This is an optimization exercise on Yosys and OpenROAD, whose aim is a short achievable clock period, not a production implementation. Only simulation tests tie the RTL to the original design; equivalence was not proved. Power figures rest on the tool's default switching activity, not on a simulated workload.

$ cat config.mk
export PLATFORM = sky130hd
export DESIGN_NAME = midi4cx3_core
export DESIGN_NICKNAME = midi4cx3_core
export VERILOG_FILES = /design/flow/design.v
export SDC_FILE = /design/flow/constraint.sdc
export NUM_CORES = 4
export LEC_CHECK = 0
export CAP_MARGIN = 20
export CORE_MARGIN = 2
export CORE_UTILIZATION = 30
export SLEW_MARGIN = 20
$ cat constraint.sdc
create_clock -name core_clock -period 8.0 [get_ports {clk}]
set_input_delay 1.6000 -clock core_clock [delete_from_list [all_inputs] [get_ports {clk}]]
set_output_delay 1.6000 -clock core_clock [all_outputs]
set_load 0.01 [all_outputs]
$ cat design.v
module midi4cx3_core (
    input  wire       clk,
    input  wire       rst,         
    input  wire       scan_clk,    
    input  wire       scan_data,   
    input  wire       scan_sync,   
    input  wire       pedal,       
    input  wire       tx_ready,    
    output reg  [7:0] tx_data,
    output reg        tx_wr
);
    localparam integer CAP_LOG2  = 6;               
    localparam integer CAP       = 1 << CAP_LOG2;
    localparam integer TRANSPOSE = 0;
    reg [6:0]          pos;           
    reg [2:0]          prev;          
    reg [7:0]          kt [0:8];      
    reg [7:0]          snap;          
    reg [7:0]          pedal_prev;    
    reg                event_f;       
    reg                idle_f;        
    reg [CAP_LOG2-1:0] wr, rd;        
    reg [7:0]          q [0:CAP-1];   
    wire [2:0] cur  = {scan_sync, scan_data, scan_clk};
    wire [2:0] chg  = cur ^ prev;
    wire [2:0] rise = cur & chg;
    wire [2:0] fall = prev & chg;
    wire pos_zero  = (pos == 7'd0);
    wire sync_exit = pos_zero & fall[2];
    wire service   = ~pos_zero & rise[0];
    wire [3:0] blk = pos[6:3];
    wire [2:0] bit_idx = pos[2:0];
    wire       do_snap  = service & ((bit_idx == 3'd0) | (pos == 7'd1));
    wire [7:0] snap_use = do_snap ? kt[blk] : snap;
    wire       old_bit  = snap_use[bit_idx];
    wire       d_bit    = cur[1];
    wire valid_key = ((pos >= 7'd1)  && (pos <= 7'd31)) ||
                     ((pos >= 7'd34) && (pos <= 7'd63));
    wire key_trans    = service & valid_key & (d_bit != old_bit);
    wire pedal_slot   = service & ~key_trans & (pos == 7'd64);
    wire pedal_change = pedal_slot & ({7'd0, pedal} != pedal_prev);
    wire idle_mark    = service & ~key_trans & (pos != 7'd64);
    wire signed [9:0] pos_s = {3'd0, pos};
    wire signed [9:0] note_full = (pos <= 7'd31) ? (TRANSPOSE + 98  - 2 * pos_s)
                                                 : (TRANSPOSE + 163 - 2 * pos_s);
    wire [6:0] note = note_full[6:0];
    reg [7:0] m0, m1, m2;
    always @(*) begin
        if (key_trans) begin
            if (d_bit) begin
                m0 = 8'h90; m1 = {1'b0, note}; m2 = 8'h40;
            end else begin
                m0 = 8'h80; m1 = {1'b0, note}; m2 = 8'h00;
            end
        end else begin
            m0 = 8'hB0; m1 = 8'h40; m2 = pedal ? 8'h7F : 8'h00;
        end
    end
    wire [CAP_LOG2-1:0] count   = wr - rd;
    wire [CAP_LOG2-1:0] free    = (CAP - 1) - count;
    wire                enq_req = key_trans | pedal_change;
    wire                enq     = enq_req & (free >= 3);
    wire [CAP_LOG2-1:0] wr1     = wr + 1'b1;
    wire [CAP_LOG2-1:0] wr2     = wr + 2'd2;
    wire [CAP_LOG2-1:0] wr_next = enq ? wr + 2'd3 : wr;
    reg [6:0] pos_next;
    always @(*) begin
        if (sync_exit)
            pos_next = 7'd1;
        else if (service)
            pos_next = (pos == 7'd64) ? 7'd0 : pos + 7'd1;
        else
            pos_next = pos;
    end
    wire event_mid = event_f | enq_req;
    wire idle_next = key_trans ? 1'b0 : (idle_mark ? 1'b1 : idle_f);
    wire gate     = event_mid & idle_next & (pos_next != 7'd0);
    wire q_empty  = (rd == wr_next);
    wire tx_byte  = gate & tx_ready & ~q_empty;
    wire ev_clear = gate & tx_ready & q_empty;
    integer k;
    always @(posedge clk) begin
        if (rst) begin
            pos        <= 7'd0;
            prev       <= 3'b000;
            for (k = 0; k < 9; k = k + 1)
                kt[k] <= 8'h00;
            snap       <= 8'h00;
            pedal_prev <= 8'hFF;
            event_f    <= 1'b0;
            idle_f     <= 1'b0;
            wr         <= {CAP_LOG2{1'b0}};
            rd         <= {CAP_LOG2{1'b0}};
            tx_wr      <= 1'b0;
            tx_data    <= 8'h00;
        end else begin
            pos  <= pos_next;
            prev <= cur;
            if (service) begin
                if (do_snap) begin
                    snap    <= kt[blk];
                    kt[blk] <= {7'd0, d_bit} << bit_idx;
                end else begin
                    kt[blk] <= kt[blk] | ({7'd0, d_bit} << bit_idx);
                end
            end
            if (pedal_slot)
                pedal_prev <= {7'd0, pedal};
            event_f <= ev_clear ? 1'b0 : event_mid;
            idle_f  <= idle_next;
            wr      <= wr_next;
            tx_wr <= tx_byte;
            if (tx_byte) begin
                tx_data <= q[rd];
                rd      <= rd + 1'b1;
            end
        end
    end
    always @(posedge clk) begin
        if (!rst && enq) begin
            for (k = 0; k < CAP; k = k + 1) begin
                if (k[CAP_LOG2-1:0] == wr)  q[k] <= m0;
                if (k[CAP_LOG2-1:0] == wr1) q[k] <= m1;
                if (k[CAP_LOG2-1:0] == wr2) q[k] <= m2;
            end
        end
    end
endmodule
$ cat run.sh
#!/bin/bash
# synth_recipe.tcl (not shown) runs the flow's synth.tcl, then flattens the netlist and writes it again
# the make line also repeats each setting of config.mk as NAME=value (left out here)
make -C /OpenROAD-flow-scripts/flow DESIGN_CONFIG=/design/flow/config.mk WORK_HOME=/design/flow/orfs CLKGATE_MAP_FILE= SYNTH_SCRIPT=/design/flow/synth_recipe.tcl finish
==> results.json, run 1 <==
{
  "outcome": "timing/DRC/antenna clean",
  "ir_drop_v": 0.000195,
  "critPathKind": "reg -> reg",
  "cts.sinks": 682,
  "ctsHtreeMaxLevel": 3,
  "drv_slew": 0,
  "syn_area_um2": 33600,
  "worst_slew_pin_slew_ns": 1.31,
  "die_w_um": 339,
  "start_util_pct": 30.3,
  "vias": 30600,
  "drtIter0Drc": 6016,
  "fin_crit_ns": 5.96,
  "clock_latency_ns": 0.69,
  "yosysTopAreaCell": "edfxtp_1",
  "io_pins": 16,
  "grt_first_pass_wirelength_um": 243000,
  "antenna_found_initial": 19,
  "holdBufCountCts": 0,
  "netlist_instances": 3098,
  "async_flop_share_pct": 0,
  "nets": 3160,
  "grt_max_degree": 65,
  "firstDrtPassIters": 7,
  "port_buffers": 15,
  "core_region_area_um2": 111000,
  "syn_to_final_growth_pct": 14.7,
  "grtUsageTotal_pct": 31.0,
  "cp_data_required_time_ns": 8.45,
  "cts_root_buffer": "clkbuf_16",
  "maxCapViolCount": 0,
  "p_leak_nw": 12.0,
  "grt_pass1_vias": 27400,
  "drive_above_1_share_pct": 10.3,
  "wl_per_cell_um": 39.1,
  "final.setup.tns_ns": 0,
  "start_kind": "flop",
  "slowest_delay_ns": 0.95,
  "rsz0062_at_grt": "no",
  "cts_buffer_depth": 3,
  "setup_viol": 0,
  "crit_chain": "buf_4, mux4_2, mux2i_1, mux2i_1, mux2_2, a32oi_1, nand4_2, o21ai_4, buf_4, nand3_2, o41ai_1",
  "yosysMostFrequentCell": "edfxtp_1",
  "synth-edff-count": 640,
  "gp_congestion": 1.12,
  "drtAntennaViolNets": 0,
  "slew_headroom_pct": 12.5,
  "ctsResizeCount": 0,
  "drc": 0,
  "hp-class": "reg -> reg",
  "endpoint_kind": "flop",
  "clk_pin_slew_ns": 0.06,
  "path_max_fanout": 38,
  "synth-seq-cells": 682,
  "syn_avg_cell_area_um2": 10.9,
  "ys_seq_area_share_pct": 59.6,
  "fmax_mhz": 168,
  "synth_top_cells_by_count": "edfxtp_1, nor2_1, nand2_1",
  "fin_util_pct": 34.8,
  "ys.flop_type": "edfxtp_1",
  "cts_buffers": 76,
  "hold_viol": 0,
  "synth_area_leaders": "edfxtp_1, nor2_1, nand2_1",
  "rows": 122,
  "power_per_cell_area_nw_per_um2": 200,
  "yosysUniqueCellTypes": 73,
  "postCtsSetupRepairBufs": 0,
  "cts_tree": "yes",
  "yosys_warnings": 2,
  "syn-num-nets": 3129,
  "via_per_inst": 6.54,
  "skew_ns": 0.0293,
  "dp_hpwl_um": 129000,
  "arrival_ns": 6.42,
  "synth_top_area_share_pct": 57.1,
  "final.period_utilization_pct": 74.5,
  "grt_overflow_total": 0,
  "die_h_um": 339,
  "slowest_stage": "nand3_2",
  "die_area_um2": 115000,
  "wirelength_um": 184000
}
-- layout make-up --
class,count,area (um2)
clock buffers,92,1980
flip-flops and latches,682,20100
fillers,11000,72400
repair buffers,130,1030
well taps,1488,1860
diodes,9,22.5
multi-input cells,2214,13000
clock inverters,49,567
inverters,25,93.8
-- registers in the layout (all words and copies together) (netlist names) --
signal      flops
prev            2
idle_f          1
rd              6
event_f         1
wr              6
tx_wr           1
tx_data         8
snap            8
kt            128
q             512
pos             7
pedal_prev      2
-- worst paths after layout --
check	to	slack [ns]	cells past startpoint	start
hold reg to reg	pedal_prev[6]	0.46	1	pedal_prev[6]
setup / recovery	q[62][1]	2.04	11	pos[3]
setup reg to reg	q[62][1]	2.04	11	pos[3]
hold / removal	pedal_prev[6]	0.46	1	pedal_prev[6]
-- per-stage QoR --
| step | setup WS [ns] | hold WS [ns] | total power [W] | instance area [um2] | cells |
|---|---|---|---|---|---|
| 2_1_floorplan | 3.28 | 0.427 | 0.00402 | 33600 | 3098 |
| 4_1_cts | 2.07 | 0.460 | 0.00770 | 38500 | 4678 |
| 5_1_grt | 1.65 | 0.468 | 0.00785 | 38600 | 4680 |
| 3_5_place_dp | 1.66 | 0.446 | 0.00409 | 36000 | 4537 |
| 3_3_place_gp | 1.88 | 0.437 | 0.00409 | 36000 | 4536 |
| 6_report | 2.04 | 0.456 | 0.00772 | 38600 | 4689 |
-- worst max-delay path: cells and delay by family, from the launching register on --
family,cells,cell delay [ns]
flip-flops,1,0.75
buffers and inverters,2,1.15
multiplexers,4,1.39
AO/OA/AOI/OAI,3,1.20
AND/OR/NAND/NOR,2,1.17
-- cell families (layout without fill, tap and decap cells) --
kind of cell	count (synthesis)	count (layout)	share of synthesized area, %
simple gates	1079	1079	13.7
compound gates	1008	1008	19.1
flops	682	682	59.6
buf+inv	202	296	2.39
mux	69	69	3.38
xor+xnor	34	34	0.907
fa+ha+maj	24	24	0.915
other cells	0	9	0
-- layout by cell type, fill, tap and decap left out, types with 13 or more instances in the layout --
cell / count
mux2i_1: 26
mux4_2: 35
xnor2_1: 19
a22oi_1: 98
o22ai_1: 118
clkdlybuf4s50_1: 13
o21ai_0: 273
nand3_1: 73
xor2_1: 14
edfxtp_1: 640
dfxtp_1: 39
clkbuf_16: 76
nand4_1: 39
o21ai_1: 24
a22o_1: 75
inv_1: 20
nor3_1: 21
ha_1: 23
a21oi_1: 218
nor2_1: 453
nand2_1: 362
o31ai_1: 34
nand2b_1: 16
and3_1: 23
clkinv_1: 13
buf_4: 112
clkbuf_1: 14
o41ai_1: 25
a221oi_1: 75
and2_1: 16
-- layer usage --
metal | global-route usage (%) | part of all wire, % | vias to the layer above
met4 | 18.7 | 7.8 | 24
li1 | - | - | 12100
met1 | 40.2 | 37 | 14900
met3 | 13.2 | 16 | 677
met2 | 42.4 | 39 | 2947
met5 | 0 | 0.12 | -
-- power by group --
part           internal, W  leakage, nW  switching [W]
sequential         0.00387         6.36     0.00000707
combinational    0.0000320         4.37       0.000114
clock              0.00209         1.23        0.00161
total              0.00598         12.0        0.00174
==> run 2: changes to the inputs <==
==> design.v (replaced) <==
module midi4cx3_core (
    input  wire       clk,
    input  wire       rst,         
    input  wire       scan_clk,    
    input  wire       scan_data,   
    input  wire       scan_sync,   
    input  wire       pedal,       
    input  wire       tx_ready,    
    output reg  [7:0] tx_data,
    output reg        tx_wr
);
    localparam integer NS = 22;       
    reg [6:0]    pos;           
    reg          prev_clk;      
    reg          prev_sync;     
    reg [63:0]   ring;          
    reg          first;         
    reg          rot;           
    reg          rot_bit;       
    reg          pk;            
    reg          pv;            
    reg          event_f;
    reg          idle_f;
    reg [NS-1:0] wr;            
    reg [NS-1:0] rd;            
    reg          wadv;          
    reg [2:0]    off;           
    reg          m_ped [0:NS-1];
    reg          m_v   [0:NS-1];
    reg [6:0]    m_note[0:NS-1];
    wire pz        = (pos == 7'd0);
    wire p64       = pos[6];
    wire valid_key = ~pos[6] & (pos[5:0] != 6'd0) & (pos[5:0] != 6'd32) &
                     (pos[5:0] != 6'd33);
    wire old       = ring[0] & ~first;
    wire svc_en    = ~pz & ~prev_clk;
    wire [NS-1:0] wr_eff = wadv ? {wr[NS-2:0], wr[NS-1]} : wr;
    wire q_empty   = |(wr_eff & rd);
    wire q_full    = |({wr[NS-2:0], wr[NS-1]} & rd);    
    wire [6:0] note = pos[5] ? (7'd35 - {pos[5:0], 1'b0})      
                             : (7'd98 - {pos[5:0], 1'b0});     
    wire service   = svc_en & scan_clk;
    wire sync_exit = pz & prev_sync & ~scan_sync;
    wire key_trans = service & valid_key & (scan_data ^ old);
    wire ped_slot  = service & p64;
    wire ped_chg   = ped_slot & (~pk | (pedal ^ pv));
    wire enq_req   = key_trans | ped_chg;
    wire enq       = enq_req & ~q_full;
    wire idle_next = key_trans ? 1'b0 : ((service & ~p64) ? 1'b1 : idle_f);
    wire pos_nz    = pz ? sync_exit : ~ped_slot;
    wire gate      = event_f & idle_next & pos_nz;
    wire tx_byte   = gate & tx_ready & ~q_empty;
    wire ev_clear  = gate & tx_ready & q_empty;
    reg [6:0] pos_next;
    always @(*) begin
        if (sync_exit)
            pos_next = 7'd1;
        else if (service)
            pos_next = p64 ? 7'd0 : pos + 7'd1;
        else
            pos_next = pos;
    end
    reg       h_ped, h_v;
    reg [6:0] h_note;
    integer i;
    always @(*) begin
        h_ped = 1'b0; h_v = 1'b0; h_note = 7'd0;
        for (i = 0; i < NS; i = i + 1) begin
            h_ped  = h_ped  | (rd[i] & m_ped[i]);
            h_v    = h_v    | (rd[i] & m_v[i]);
            h_note = h_note | ({7{rd[i]}} & m_note[i]);
        end
    end
    wire [7:0] b0 = {1'b1, 1'b0, h_ped, h_ped | h_v, 4'h0};
    wire [7:0] b1 = h_ped ? 8'h40 : {1'b0, h_note};
    wire [7:0] b2 = h_ped ? {1'b0, {7{h_v}}} : {1'b0, h_v, 6'd0};
    wire [7:0] hbyte = ({8{off[0]}} & b0) | ({8{off[1]}} & b1) | ({8{off[2]}} & b2);
    always @(posedge clk) begin
        if (rst) begin
            pos       <= 7'd0;
            prev_clk  <= 1'b0;
            prev_sync <= 1'b0;
            first     <= 1'b1;
            pk        <= 1'b0;
            event_f   <= 1'b0;
            idle_f    <= 1'b0;
            wr        <= {{(NS-1){1'b0}}, 1'b1};
            rd        <= {{(NS-1){1'b0}}, 1'b1};
            wadv      <= 1'b0;
            off       <= 3'b001;
            tx_wr     <= 1'b0;
        end else begin
            pos       <= pos_next;
            prev_clk  <= scan_clk;
            prev_sync <= scan_sync;
            if (ped_slot) begin
                first <= 1'b0;
                pk    <= 1'b1;
            end
            event_f   <= ev_clear ? 1'b0 : (event_f | enq_req);
            idle_f    <= idle_next;
            wr        <= wr_eff;
            wadv      <= enq;
            if (tx_byte) begin
                off <= {off[1:0], off[2]};
                if (off[2])
                    rd <= {rd[NS-2:0], rd[NS-1]};
            end
            tx_wr     <= tx_byte;
        end
    end
    always @(posedge clk) begin
        if (ped_slot)
            pv <= pedal;
        rot     <= service;
        rot_bit <= scan_data;
        if (rot)
            ring <= {rot_bit, ring[63:1]};
        tx_data <= hbyte;
    end
    always @(posedge clk) begin
        for (i = 0; i < NS; i = i + 1) begin
            if (wr[i] & ~wadv & ~q_full) begin
                m_ped[i]  <= p64;
                m_v[i]    <= p64 ? pedal : scan_data;
                m_note[i] <= note;
            end
        end
    end
endmodule
--- a/config.mk
+++ b/config.mk
@@ -10,2 +10,3 @@
 export CORE_UTILIZATION = 30
+export SETUP_SLACK_MARGIN = 5
 export SLEW_MARGIN = 20
==> results.json, run 2 <==
{
  "most-common-layout-cells": "edfxtp_1, dfxtp_1, a22oi_1",
  "port_buffers": 15,
  "gp_congestion": 0.849,
  "yosysTopAreaCell": "edfxtp_1",
  "drtIter0Drc": 746,
  "netlist_instances": 757,
  "ys.flop_type": "edfxtp_1",
  "holdWs_ns": 0.418,
  "die_h_um": 206,
  "clock_latency_ns": 0.53,
  "rsz0062_at_grt": "no",
  "grt_first_pass_wirelength_um": 44500,
  "drive_above_1_share_pct": 14.7,
  "p_leak_nw": 4.76,
  "cts_tree": "yes",
  "cts_root_buffer": "clkbuf_16",
  "syn_area_um2": 12200,
  "min_from": "ring[30]",
  "final.setup.tns_ns": 0,
  "power_per_cell_area_nw_per_um2": 253,
  "vias": 6911,
  "layout_commonest_cell": "edfxtp_1",
  "crit_buf_inv": 1,
  "drc": 0,
  "cpLargestDelayFamily": "buffers and inverters",
  "yosysUniqueCellTypes": 43,
  "maxCapViolCount": 0,
  "fin_crit_ns": 2.95,
  "clk_pin_slew_ns": 0.06,
  "die_w_um": 206,
  "arrival_ns": 1.35,
  "ctsHtreeMaxLevel": 2,
  "wirelength_um": 31000,
  "cts_buffers": 36,
  "yosysMostFrequentCell": "edfxtp_1",
  "worst_slew_pin_slew_ns": 1.01,
  "rows": 73,
  "crit_chain": "clkdlybuf4s50_1",
  "antenna_found_initial": 1,
  "synth-edff-count": 263,
  "ir_drop_v": 0.000123,
  "grt_pass1_vias": 6747,
  "cp_data_required_time_ns": 6.40,
  "synth_top_cells_by_count": "edfxtp_1, dfxtp_1, a22oi_1",
  "drtAntennaViolNets": 0,
  "hp-class": "reg -> reg",
  "wl_per_cell_um": 23.0,
  "async_flop_share_pct": 0,
  "synth-seq-cells": 335,
  "crit_start": "tx_wr",
  "stdcell_count": 1351,
  "top_register": "m_note",
  "yosys_warnings": 4,
  "grt_overflow_total": 0,
  "largest_registers": "m_note x154, ring x64",
  "outcome": "timing/DRC/antenna clean",
  "endpoint_kind": "output port",
  "setup_viol": 0,
  "largest_reg_flops": 154,
  "critPathKind": "reg -> out",
  "skew_ns": 0.0208,
  "start_kind": "flop",
  "core_region_area_um2": 40000,
  "slowest_delay_ns": 0.54,
  "via_per_inst": 5.12,
  "clockPowerShare_pct": 47.3,
  "syn_to_final_growth_pct": 17.8,
  "syn-num-nets": 769,
  "final.period_utilization_pct": 36.9,
  "nets": 809,
  "ys_seq_area_share_pct": 76.4,
  "cts_buffer_depth": 3,
  "drv_slew": 0,
  "io_pins": 16,
  "slew_headroom_pct": 32.7,
  "dp_hpwl_um": 18000,
  "hold_viol": 0,
  "synth_top_area_share_pct": 64.6,
  "path_max_fanout": 1,
  "pwr-share-seq_pct": 51.6,
  "grtUsageTotal_pct": 14.4,
  "start_util_pct": 30.6,
  "fmax_mhz": 339,
  "syn_avg_cell_area_um2": 16.2,
  "die_area_um2": 42400,
  "r2r-start": "rd[2]",
  "cts.sinks": 335,
  "internal_power_w": 0.00293,
  "power.share.combinational_pct": 1.2,
  "fin_util_pct": 36.0,
  "dp_cells": 1277,
  "slowest_stage": "clkdlybuf4s50_1",
  "grt_max_degree": 65,
  "firstDrtPassIters": 5,
  "swShare_pct": 19.6,
  "p_sw_w": 0.000714,
  "synth_area_leaders": "edfxtp_1, dfxtp_1, a22oi_1",
  "fillers": 3763
}
## run 2: final timing paths
check | endpoint | slack (ns) | depth (start not counted)
worst max-delay path | tx_wr | 5.05 | 1
worst min-delay path | ring[29] | 0.42 | 0
worst max register to register | m_note[13][0] | 5.08 | 6
worst min register to register | ring[29] | 0.42 | 0
## run 2: logic make-up after synthesis
kind of cell	Yosys count	synth area share, %
AOI/OAI and AO/OA	163	9.91
buffers and inverters	49	1.81
muxes	44	3.81
and+or+nand+nor	157	7.31
adders and majority gates	5	0.512
DFF	335	76.4
xor gates and xnor gates	4	0.286
## run 2: final cells by class
| cell class | count | area (um2) | area share (%) |
|---|---|---|---|
| timing repair inverter | 1 | 5.00 | 0.0347 |
| tap | 525 | 657 | 4.56 |
| clock buffer | 45 | 945 | 6.55 |
| inverter | 12 | 48.8 | 0.339 |
| sequential | 335 | 9340 | 64.8 |
| multi-input combinational | 373 | 2740 | 19.0 |
| timing repair buffer | 38 | 385 | 2.67 |
| antenna | 1 | 2.50 | 0.0174 |
| clock inverter | 21 | 288 | 2.00 |
## run 2: power groups by stage
stage / sequential (W) / combinational [W] / clock [W]
2_1_floorplan: 0.00192 / 0.0000199 / 0
3_3_place_gp: 0.00192 / 0.0000382 / 0
3_5_place_dp: 0.00192 / 0.0000390 / 0
4_1_cts: 0.00188 / 0.0000397 / 0.00175
5_1_grt: 0.00188 / 0.0000473 / 0.00182
6_report: 0.00188 / 0.0000431 / 0.00172
## run 2: per-layer routing
metal	GRT usage (%)	share of wire, %	wire (um)	up-vias
met2	23.3	48	14700	275
met1	19.1	42	13100	3509
li1	-	-	-	3068
met3	3.37	7.2	2250	59
met4	4.97	3.1	969	0
met5	0	0	0	-
## run 2: timing repair
action / CTS / global route
resized for setup: 10 / 31
setup buffers: 1 / 3
pin swaps: 0 / 1
hold buffers: 0 / 0
cloned: 0 / 3
setup endpoints to repair: 225 / 163
## run 2: through the flow
step	cell area, um2	power, W	setup slack [ns]
2_1_floorplan	12200	0.00194	5.03
3_3_place_gp	13000	0.00195	4.18
3_5_place_dp	13000	0.00195	4.12
4_1_cts	14200	0.00367	4.97
5_1_grt	14400	0.00375	5.00
6_report	14400	0.00365	5.05
==> run 3: changes to the inputs <==
--- a/config.mk
+++ b/config.mk
@@ -7,2 +7,3 @@
 export LEC_CHECK = 0
+export ABC_CLOCK_PERIOD_IN_PS = 2000
 export CAP_MARGIN = 20
==> results.json, run 3 <==
{
  "outcome": "timing/DRC/antenna clean",
  "fin_util_pct": 36.0,
  "top_register": "m_note",
  "p_leak_nw": 4.76,
  "maxCapViolCount": 0,
  "final.setup.tns_ns": 0,
  "largest_registers": "m_note x154, ring x64",
  "drv_slew": 0,
  "use_met2_pct": 23.3,
  "synth-seq-cells": 335,
  "ir_drop_v": 0.000123,
  "drtAntennaViolNets": 0,
  "cts_buffer_depth": 3,
  "gp_congestion": 0.849,
  "arrival_ns": 1.35,
  "vias": 6911,
  "endpoint_kind": "output port",
  "placed_cell_area_um2": 13000,
  "slowest_stage": "clkdlybuf4s50_1",
  "cp_data_required_time_ns": 6.40,
  "start_kind": "flop",
  "hp-class": "reg -> reg",
  "dp_cells": 1277,
  "critPathKind": "reg -> out",
  "wirelength_um": 31000,
  "yosysMostFrequentCell": "edfxtp_1",
  "p_total_w": 0.00365,
  "netlist_instances": 757,
  "dp_hpwl_um": 18000,
  "busiest_layer": "met2",
  "stdcell_count": 1351,
  "grt_overflow_total": 0,
  "syn_area_um2": 12200,
  "clock_latency_ns": 0.53,
  "syn-num-nets": 769,
  "crit_chain": "clkdlybuf4s50_1",
  "die_h_um": 206,
  "clk_pin_slew_ns": 0.06,
  "start_util_pct": 30.6,
  "power_per_cell_area_nw_per_um2": 253,
  "fillers": 3763,
  "hold_viol": 0,
  "fin_crit_ns": 2.95,
  "core_region_area_um2": 40000,
  "ctsHtreeMaxLevel": 2,
  "syn_avg_cell_area_um2": 16.2,
  "cts_root_buffer": "clkbuf_16",
  "drive_above_1_share_pct": 14.7,
  "crit_buf_inv": 1,
  "slew_headroom_pct": 32.7,
  "nets": 809,
  "die_area_um2": 42400,
  "synth_area_leaders": "edfxtp_1, dfxtp_1, a22oi_1",
  "drc": 0,
  "most-common-layout-cells": "edfxtp_1, dfxtp_1, a22oi_1",
  "slowest_delay_ns": 0.54,
  "yosysUniqueCellTypes": 43,
  "cts_tree": "yes",
  "final.period_utilization_pct": 36.9,
  "drtIter0Drc": 746,
  "cts_buffers": 36,
  "use_met3_pct": 3.37,
  "skew_ns": 0.0208,
  "rows": 73,
  "grt_max_degree": 65,
  "holdBufCountCts": 0,
  "yosysTopAreaCell": "edfxtp_1",
  "synth_top_area_share_pct": 64.6,
  "ys.flop_type": "edfxtp_1",
  "cpLargestDelayFamily": "buffers and inverters",
  "cts.sinks": 335,
  "antenna_found_initial": 1,
  "grt_first_pass_wirelength_um": 44500,
  "layout_commonest_cell": "edfxtp_1",
  "grtUsageTotal_pct": 14.4,
  "async_flop_share_pct": 0,
  "setup_viol": 0,
  "io_pins": 16,
  "synth_top_cells_by_count": "edfxtp_1, dfxtp_1, a22oi_1",
  "wl_per_cell_um": 23.0,
  "yosys_warnings": 4,
  "final_area_um2": 14400,
  "fmax_mhz": 339,
  "largest_reg_flops": 154,
  "rsz0062_at_grt": "no",
  "ys_seq_area_share_pct": 76.4,
  "firstDrtPassIters": 5,
  "grt_pass1_vias": 6747,
  "port_buffers": 15,
  "die_w_um": 206,
  "path_max_fanout": 1,
  "synth-edff-count": 263,
  "grt_use_met1_pct": 19.1,
  "syn_to_final_growth_pct": 17.8,
  "via_per_inst": 5.12,
  "worst_slew_pin_slew_ns": 1.01
}
run 3: report_power, final:
group          leakage [nW]  switching [W]  internal [W]
Clock                 0.600       0.000679       0.00104
Combinational          1.17      0.0000292     0.0000139
Sequential             2.99     0.00000554       0.00187
run 3: layout make-up:
class | instances | area (um2) | area share (%)
flip-flops and latches | 335 | 9340 | 64.8
multi-input cells | 373 | 2740 | 19.0
clock buffers | 45 | 945 | 6.55
well taps | 525 | 657 | 4.56
repair buffers | 38 | 385 | 2.67
clock inverters | 21 | 288 | 2.00
inverters | 12 | 48.8 | 0.339
repair inverters | 1 | 5.00 | 0.0347
diodes | 1 | 2.50 | 0.0174
run 3: metrics by stage:
step / hold WS [ns] / setup slack [ns]
2_1_floorplan: 0.377 / 5.03
3_3_place_gp: 0.389 / 4.18
3_5_place_dp: 0.405 / 4.12
4_1_cts: 0.419 / 4.97
5_1_grt: 0.424 / 5.00
6_report: 0.418 / 5.05
run 3: kinds of logic after synthesis:
| group | after synthesis | share of synthesized area [%] |
|---|---|---|
| buf+inv | 49 | 1.81 |
| mux | 44 | 3.81 |
| fa+ha+maj | 5 | 0.512 |
| simple gates | 157 | 7.31 |
| compound gates | 163 | 9.91 |
| xor+xnor | 4 | 0.286 |
| flops | 335 | 76.4 |
run 3: layer usage:
metal,up-vias,part of all wire (%)
met3,59,7.2
met1,3509,42
met5,-,0
met4,0,3.1
met2,275,48
li1,3068,-
run 3: what timing repair did:
action | in CTS | in global routing
resized for setup | 10 | 31
cloned | 0 | 3
endpoints found under the setup margin | 225 | 163
pin swaps | 0 | 1
buffers inserted | 1 | 3
run 3: path summary, 6_finish.rpt:
check                               from       endpoint  slack (ns)  depth (start not counted)
worst max-delay path               tx_wr          tx_wr        5.05                          1
worst min-delay path            ring[30]       ring[29]        0.42                          0
worst max register to register     rd[2]  m_note[13][0]        5.08                          6
worst min register to register  ring[30]       ring[29]        0.42                          0
==> run 4: changes to the inputs <==
--- a/config.mk
+++ b/config.mk
@@ -7,3 +7,2 @@
 export LEC_CHECK = 0
-export ABC_CLOCK_PERIOD_IN_PS = 2000
 export CAP_MARGIN = 20
@@ -11,3 +10,2 @@
 export CORE_UTILIZATION = 30
-export SETUP_SLACK_MARGIN = 5
 export SLEW_MARGIN = 20
==> results.json, run 4 <==
{
  "cts_buffers": 36,
  "ys.flop_type": "edfxtp_1",
  "drtIter0Drc": 798,
  "drv_slew": 0,
  "syn_to_final_growth_pct": 16.3,
  "vias": 6859,
  "hp-class": "reg -> reg",
  "final.setup.tns_ns": 0,
  "postCtsSetupRepairBufs": 0,
  "wl_met3_um": 2400,
  "reg2reg_to": "m_note[15][5]",
  "grtUsageTotal_pct": 14.4,
  "grt_overflow_total": 0,
  "cp_data_required_time_ns": 8.40,
  "holdBufCountCts": 0,
  "grt_max_degree": 65,
  "topRoutingLayerUsed": "met4",
  "worst_slew_pin_slew_ns": 1.09,
  "yosysMostFrequentCell": "edfxtp_1",
  "cpLargestDelayFamily": "simple AND/OR/NAND/NOR gates",
  "yosys_warnings": 4,
  "firstDrtPassIters": 5,
  "r2r-start": "rd[2]",
  "synth-edff-count": 263,
  "top_register": "m_note",
  "placed_cell_area_um2": 13000,
  "cts_root_buffer": "clkbuf_16",
  "port_buffers": 15,
  "yosysTopAreaCell": "edfxtp_1",
  "yosys.area_share.simple_pct": 7.31,
  "ys_seq_area_share_pct": 76.4,
  "io_pins": 16,
  "critPathKind": "in -> reg",
  "min_to": "ring[55]",
  "cts_tree": "yes",
  "ctsHtreeMaxLevel": 2,
  "ctsResizeCount": 0,
  "rows": 73,
  "fmax_mhz": 299,
  "grt_pass1_vias": 6741,
  "dr_wl_met2_um": 14400,
  "drt-met1-wl_um": 12800,
  "nets": 802,
  "layout_commonest_cell": "edfxtp_1",
  "grt_first_pass_wirelength_um": 44500,
  "synth_area_leaders": "edfxtp_1, dfxtp_1, a22oi_1",
  "ir_drop_v": 0.000123,
  "drtAntennaViolNets": 0,
  "largest_reg_flops": 154,
  "holdPathStages": 0,
  "synth_compound_area_share_pct": 9.91,
  "antenna_found_initial": 1,
  "most-common-layout-cells": "edfxtp_1, dfxtp_1, a22oi_1",
  "crit_chain": "clkdlybuf4s50_1, nor2b_1, nand2b_1, or3_1, nand3_1, nor3_4, buf_4, a211o_1",
  "synth_xor_area_share_pct": 0.286,
  "syn_avg_cell_area_um2": 16.2,
  "clock_latency_ns": 0.53,
  "setup_viol": 0,
  "rsz0062_at_grt": "no",
  "async_flop_share_pct": 0,
  "synth_top_family_by_area": "compound AO/OA/AOI/OAI gates",
  "gp_congestion": 0.849,
  "min_from": "ring[56]",
  "largest_registers": "m_note x154, ring x64",
  "hold_viol": 0,
  "r2r_cells": 6,
  "yosysUniqueCellTypes": 43,
  "syn-num-nets": 769,
  "core_region_area_um2": 40000,
  "slew_headroom_pct": 26.8,
  "arrival_ns": 3.74,
  "wl_per_cell_um": 22.7,
  "wirelength_um": 30500,
  "netlist_instances": 757,
  "p_leak_nw": 4.60,
  "synth_top_cells_by_count": "edfxtp_1, dfxtp_1, a22oi_1",
  "drc": 0,
  "die_area_um2": 42400,
  "final_area_um2": 14200,
  "die_w_um": 206,
  "path_max_fanout": 23,
  "via_per_inst": 5.10,
  "rrSetupSlack_ns": 4.69,
  "maxCapViolCount": 0,
  "clk_pin_slew_ns": 0.06,
  "outcome": "timing/DRC/antenna clean",
  "synth_top_area_share_pct": 64.6,
  "die_h_um": 206,
  "start_util_pct": 30.6,
  "skew_ns": 0.0207,
  "fin_crit_ns": 3.35,
  "crit_buf_inv": 2,
  "start_kind": "primary input",
  "endpoint_kind": "flop",
  "cts_buffer_depth": 3,
  "power_per_cell_area_nw_per_um2": 256,
  "slowest_delay_ns": 0.49,
  "synth-seq-cells": 335,
  "cts.sinks": 335,
  "syn_area_um2": 12200,
  "synth_fa_ha_area_share_pct": 0.512,
  "synth_mux_area_share_pct": 3.81,
  "drive_above_1_share_pct": 10.6,
  "fillers": 3755,
  "slowest_stage": "clkdlybuf4s50_1",
  "dp_hpwl_um": 18000,
  "final.period_utilization_pct": 41.9
}
## run 4: cell counts after synthesis
Identical to the previous run, type by type.
## run 4: power breakdown
group / total (W) / leakage [nW] / internal, W / switching (W)
logic: 0.0000387 / 1.01 / 0.0000115 / 0.0000272
registers: 0.00188 / 2.99 / 0.00187 / 0.00000443
clock network: 0.00172 / 0.600 / 0.00104 / 0.000677
total: 0.00364 / 4.60 / 0.00293 / 0.000709
## run 4: worst max path at each step
| stage | from | endpoint | slack [ns] | depth (start not counted) |
|---|---|---|---|---|
| final | scan_clk | rd[0] | 4.65 | 8 |
| after CTS | scan_clk | rd[0] | 4.66 | 8 |
| after detailed placement | scan_clk | rd[0] | 4.12 | 8 |
| after floorplan | scan_clk | rd[10] | 5.03 | 7 |
| after global placement | scan_clk | rd[0] | 4.18 | 8 |
| after global routing | scan_clk | rd[1] | 4.52 | 8 |
## run 4: per-stage QoR
| step | hold WS [ns] | setup WS [ns] | util [%] | std cells | total power [W] |
|---|---|---|---|---|---|
| after global placement | 0.389 | 4.18 | 32.5 | 1277 | 0.00195 |
| after floorplan | 0.377 | 5.03 | - | 757 | 0.00194 |
| final | 0.417 | 4.65 | 35.5 | 1344 | 0.00364 |
| after detailed placement | 0.405 | 4.12 | 32.5 | 1277 | 0.00195 |
| after CTS | 0.419 | 4.66 | 35.5 | 1343 | 0.00367 |
| after global routing | 0.424 | 4.52 | 35.5 | 1343 | 0.00374 |
## run 4: layout make-up
| class | instances | area (um2) | area share [%] |
|---|---|---|---|
| clock buffers | 45 | 945 | 6.64 |
| well taps | 525 | 657 | 4.62 |
| diodes | 1 | 2.50 | 0.0176 |
| clock inverters | 21 | 288 | 2.02 |
| inverters | 12 | 45.0 | 0.317 |
| flip-flops and latches | 335 | 9340 | 65.7 |
| repair buffers | 32 | 273 | 1.92 |
| multi-input cells | 373 | 2670 | 18.8 |
## run 4: cell families after synthesis
kind of cell	count (synthesis)
flops	335
compound gates	163
simple gates	157
buf+inv	49
mux	44
fa+ha+maj	5
xor+xnor	4
## run 4: layer usage
layer | track usage [%] | vias up
met3 | 3.34 | 59
met2 | 23.2 | 277
met1 | 19.2 | 3476
li1 | - | 3047
met5 | 0 | -
met4 | 5.08 | 0

==> afterwards: timing with drivers on the ports <==
The flow's constraints put no driver on any port. The routed layouts listed below were extracted and timed again, unchanged, in two steps.
Step 1 assumes that a clkbuf_16 drives the clock port and a buf_2 every other input.
Step 2 also shifts input and output timing later by t, the mid clock arrival at the registers, as if the neighbouring blocks saw the same clock.
Slacks: ideal / step 1 / step 2; pairs: ideal / step 1.
run | t, ns | setup slack, ns | worst setup path after step 2 | latest minus earliest clock arrival (ns)
run 1 | 0.756 | 2.037 / 2.037 / 1.496 | input to register | 0.030 / 0.029
run 2 | 0.563 | 5.051 / 5.004 / 4.602 | input to register | 0.022 / 0.022
run 3 | 0.563 | 5.051 / 5.004 / 4.602 | input to register | 0.022 / 0.022
run 4 | 0.564 | 4.652 / 4.676 / 4.112 | input to register | 0.021 / 0.021
After both steps setup and hold are still met in every run listed. For run 1, which loses most, drivers alone change the setup slack by 0.000 ns; drivers and shift together by -0.541 ns.
